This design comes from an exercise in tuning for a short achievable clock period and few clock cycles per item on the open sky130 flow, not from production work.
Only simulation tests tie the RTL to the original design; equivalence was not proved.

== rev 12 ==
// rpc_frame_rx
module rpc_frame_rx (
    input  wire       clk,
    input  wire       rst,
    input  wire       in_valid,
    output wire       in_ready,
    input  wire [7:0] in_data,
    output wire       out_valid,
    input  wire       out_ready,
    output wire [1:0] out_kind,
    output wire [7:0] out_data,
    output wire       out_last
);
Size: roughly 6100 cells after synthesis, roughly 2900 flip-flops, ~25 I/O pins, roughly 110000 sq um of cells after synthesis.
==> flow/config.mk <==
export PLATFORM = sky130hd
export DESIGN_NAME = rpc_frame_rx
export DESIGN_NICKNAME = rpc_frame_rx
export VERILOG_FILES = /design/flow/design.v
export SDC_FILE = /design/flow/constraint.sdc
export NUM_CORES = 4
export LEC_CHECK = 0
export ABC_CLOCK_PERIOD_IN_PS = 2000
export CAP_MARGIN = 20
export CORE_MARGIN = 2
export CORE_UTILIZATION = 60
export CTS_CLUSTER_DIAMETER = 100
export CTS_CLUSTER_SIZE = 25
export SETUP_SLACK_MARGIN = 4.5
export SLEW_MARGIN = 20
==> flow/constraint.sdc <==
create_clock -name core_clock -period 7.0 [get_ports {clk}]
set_input_delay 1.4000 -clock core_clock [delete_from_list [all_inputs] [get_ports {clk}]]
set_output_delay 1.4000 -clock core_clock [all_outputs]
set_load 0.01 [all_outputs]
run.sh (not shown) runs the stock make flow with config.mk's settings and CLKGATE_MAP_FILE= SYNTH_SCRIPT=/design/flow/synth_recipe.tcl, a recipe that flattens the netlist after the stock synthesis.
Rev 12: no failed stages, no open violations at the end
Testbench counts of rev 12, summed over its fixed seeds: cycles 198,133, bytes 196,798.
Inputs modified between rev 12 and rev 13:
diff --git a/flow/design.v b/flow/design.v
--- a/flow/design.v
+++ b/flow/design.v
@@ -15,15 +15,15 @@
     localparam [7:0] RBRACE = 8'h7d;
     localparam [1:0] K_MSG = 2'd0, K_HS = 2'd1, K_CRC = 2'd2, K_OVR = 2'd3;
     localparam integer AW    = 9;             
     localparam integer NROW  = 17;            
     localparam integer SIZE  = NROW * 16;     
     localparam integer MARG  = 8;             
     localparam integer QD    = 8;             
-    localparam integer FD    = 6;             
+    localparam integer FD    = 7;             
     function [AW-1:0] inc;
         input [AW-1:0] p;
         inc = (p == SIZE - 1) ? {AW{1'b0}} : p + 1'b1;
     endfunction
     reg        in_rdy_r;
     reg        v1;
     reg [7:0]  d1;
@@ -121,32 +121,36 @@
             s2_chk   <= (meta_cnt == 4'd8) && meta_hex;
             s2_start <= span_start;
             s2_m     <= brace_len;
         end
     end
     reg [NROW-1:0] w_row;
     reg [15:0]     w_col;
-    reg [NROW-1:0] w_ren;             
+    reg [SIZE-1:0] w_en;              
     wire [NROW-1:0] w_row_nx = (v1 && w_col[15]) ? {w_row[NROW-2:0], w_row[NROW-1]} : w_row;
+    wire [15:0]     w_col_nx = v1 ? {w_col[14:0], w_col[15]} : w_col;
+    wire            w_acc    = in_valid & in_rdy_r & ~rst;
+    integer e;
     always @(posedge clk) begin
-        w_ren <= (in_valid & in_rdy_r & ~rst) ? w_row_nx : {NROW{1'b0}};
+        for (e = 0; e < SIZE; e = e + 1)
+            w_en[e] <= w_acc & w_row_nx[e/16] & w_col_nx[e%16];
         if (rst) begin
             w_row <= {{(NROW-1){1'b0}}, 1'b1};
             w_col <= 16'd1;
         end else if (v1) begin
             w_col <= {w_col[14:0], w_col[15]};
             if (w_col[15]) w_row <= {w_row[NROW-2:0], w_row[NROW-1]};
         end
     end
     wire [8*SIZE-1:0] mflat;
     genvar g;
     generate
         for (g = 0; g < SIZE; g = g + 1) begin : g_mem
             reg [7:0] b;
-            always @(posedge clk) if (w_ren[g/16] && w_col[g%16]) b <= d1;
+            always @(posedge clk) if (w_en[g]) b <= d1;
             assign mflat[8*g +: 8] = b;
         end
     endgenerate
     wire       s2_crc_bad = s2_chk && ((brace_crc ^ 32'hFFFFFFFF) != meta_val);
     reg        s2_push;
     reg [1:0]  s2_kind;
     always @(*) begin
@@ -206,59 +210,70 @@
     reg  [1:0]     ra_k;
     reg            ra_l;
     reg  [4*NROW-1:0] ra_sel;         
     reg  [1:0]     ra_lo;
     reg            rb_v;
     reg  [1:0]     rb_k;
     reg            rb_l;
-    reg  [31:0]    rb_word;
+    reg  [127:0]   rb_quad;           
     reg  [1:0]     rb_lo;
+    reg            rb2_v;
+    reg  [1:0]     rb2_k;
+    reg            rb2_l;
+    reg  [31:0]    rb2_word;
+    reg  [1:0]     rb2_lo;
     integer r;
-    reg [31:0] wordv;
+    reg [127:0] quadv;
     always @(*) begin
-        wordv = 32'd0;
+        quadv = 128'd0;
         for (r = 0; r < 4 * NROW; r = r + 1)
-            wordv = wordv | ({32{ra_sel[r]}} & mflat[32*r +: 32]);
+            quadv[32*(r/NROW) +: 32] = quadv[32*(r/NROW) +: 32] | ({32{ra_sel[r]}} & mflat[32*r +: 32]);
     end
     always @(posedge clk) begin
         if (rst) begin
             busy <= 1'b0;
             ra_v <= 1'b0;
             rb_v <= 1'b0;
+            rb2_v <= 1'b0;
         end else begin
             if (issue) begin
                 if (busy) begin
                     rp   <= inc(rp);
                     rem  <= rem - 8'd1;
                     if (rem == 8'd1) busy <= 1'b0;
                 end else if (rq_k[0] == K_MSG) begin
                     rp   <= inc(rq_s[0]);
                     rem  <= rq_m[0] - 8'd1;
                     busy <= (rq_m[0] != 8'd1);
                 end
             end
             ra_v <= issue;
             rb_v <= ra_v;
+            rb2_v <= rb_v;
         end
         ra_k   <= iss_kind;
         ra_l   <= iss_last;
         ra_lo  <= iss_addr[1:0];
         for (r = 0; r < 4 * NROW; r = r + 1)
             ra_sel[r] <= (iss_addr[AW-1:2] == r);
         rb_k   <= ra_k;
         rb_l   <= ra_l;
         rb_lo  <= ra_lo;
-        rb_word <= wordv;
+        rb_quad <= quadv;
+        rb2_k   <= rb_k;
+        rb2_l   <= rb_l;
+        rb2_lo  <= rb_lo;
+        rb2_word <= rb_quad[31:0] | rb_quad[63:32] | rb_quad[95:64] | rb_quad[127:96];
     end
-    wire [7:0] rb_byte = rb_word[8*rb_lo +: 8];
+    wire [7:0] rb_byte = rb2_word[8*rb2_lo +: 8];
     reg          rc_v;
     reg [10:0]   rc_e;                
     always @(posedge clk) begin
-        rc_v <= rb_v & ~rst;
-        rc_e <= {rb_k, rb_l, rb_byte};
+        rc_v <= rb2_v & ~rst;
+        rc_e <= {rb2_k, rb2_l, rb_byte};
     end
     localparam integer FN = 8;
     reg [10:0]   of_e [0:FN-1];
     reg [FN-1:0] of_wp;
     reg [FN-1:0] of_rp;
     reg [3:0]    of_n;
     reg          o_v;
--- outcome ---
In the metrics for rev 13 and rev 12, the one carrying the lower area taken by multi-input logic gates is rev 13. Rev 13 vs rev 12, critical-path cell with the highest stage delay: dfxtp_2 vs dfxtp_4. Met2 global-route usage (lower): rev 13. Against rev 12, count of placed standard cells in the final layout, fillers left out in rev 13 rose by a little under 10%. The net count of the mapped netlist reported for rev 13 is greater than that of rev 12 by 612. Diff rev 13 and rev 12: count of antenna diodes in the layout higher in rev 12. Number of CTS-inserted buffers (rev 13 vs. rev 12) increases by more than 10%.
Testbench counts of rev 13, summed over its fixed seeds: cycles 198,141, bytes 196,798.

[afterwards: timing with drivers on the ports]
The flow's constraints put no driver on any port. The routed layouts listed below were extracted and timed again, unchanged, in two steps. Step 1: set_driving_cell puts a clkbuf_16 on clk and a buf_2 on each other input, an assumption about the parent block. Step 2 times the ports against the registers' clock, not the clock port: input delays grow and output delays shrink by t, the midpoint of the rising clock arrivals with the driver on. Slacks: ideal ports / drivers / drivers and shift; pairs: ideal ports / drivers.
| run | shift t [ns] | slack for setup (ns) | worst hold slack (ns) | worst register clock-pin slew, ns |
|---|---|---|---|---|
| rev 12 | 0.930 | 4.274 / 4.170 / 3.728 | 0.337 / 0.337 / 0.337 | 0.11 / 0.11 |
| rev 13 | 0.935 | 4.284 / 4.187 / 3.628 | 0.337 / 0.337 / 0.337 | 0.10 / 0.10 |
After both steps every run listed still meets setup and hold. The setup slack of rev 13, which loses most, moves by -0.097 ns with the drivers and by -0.656 ns with both steps.
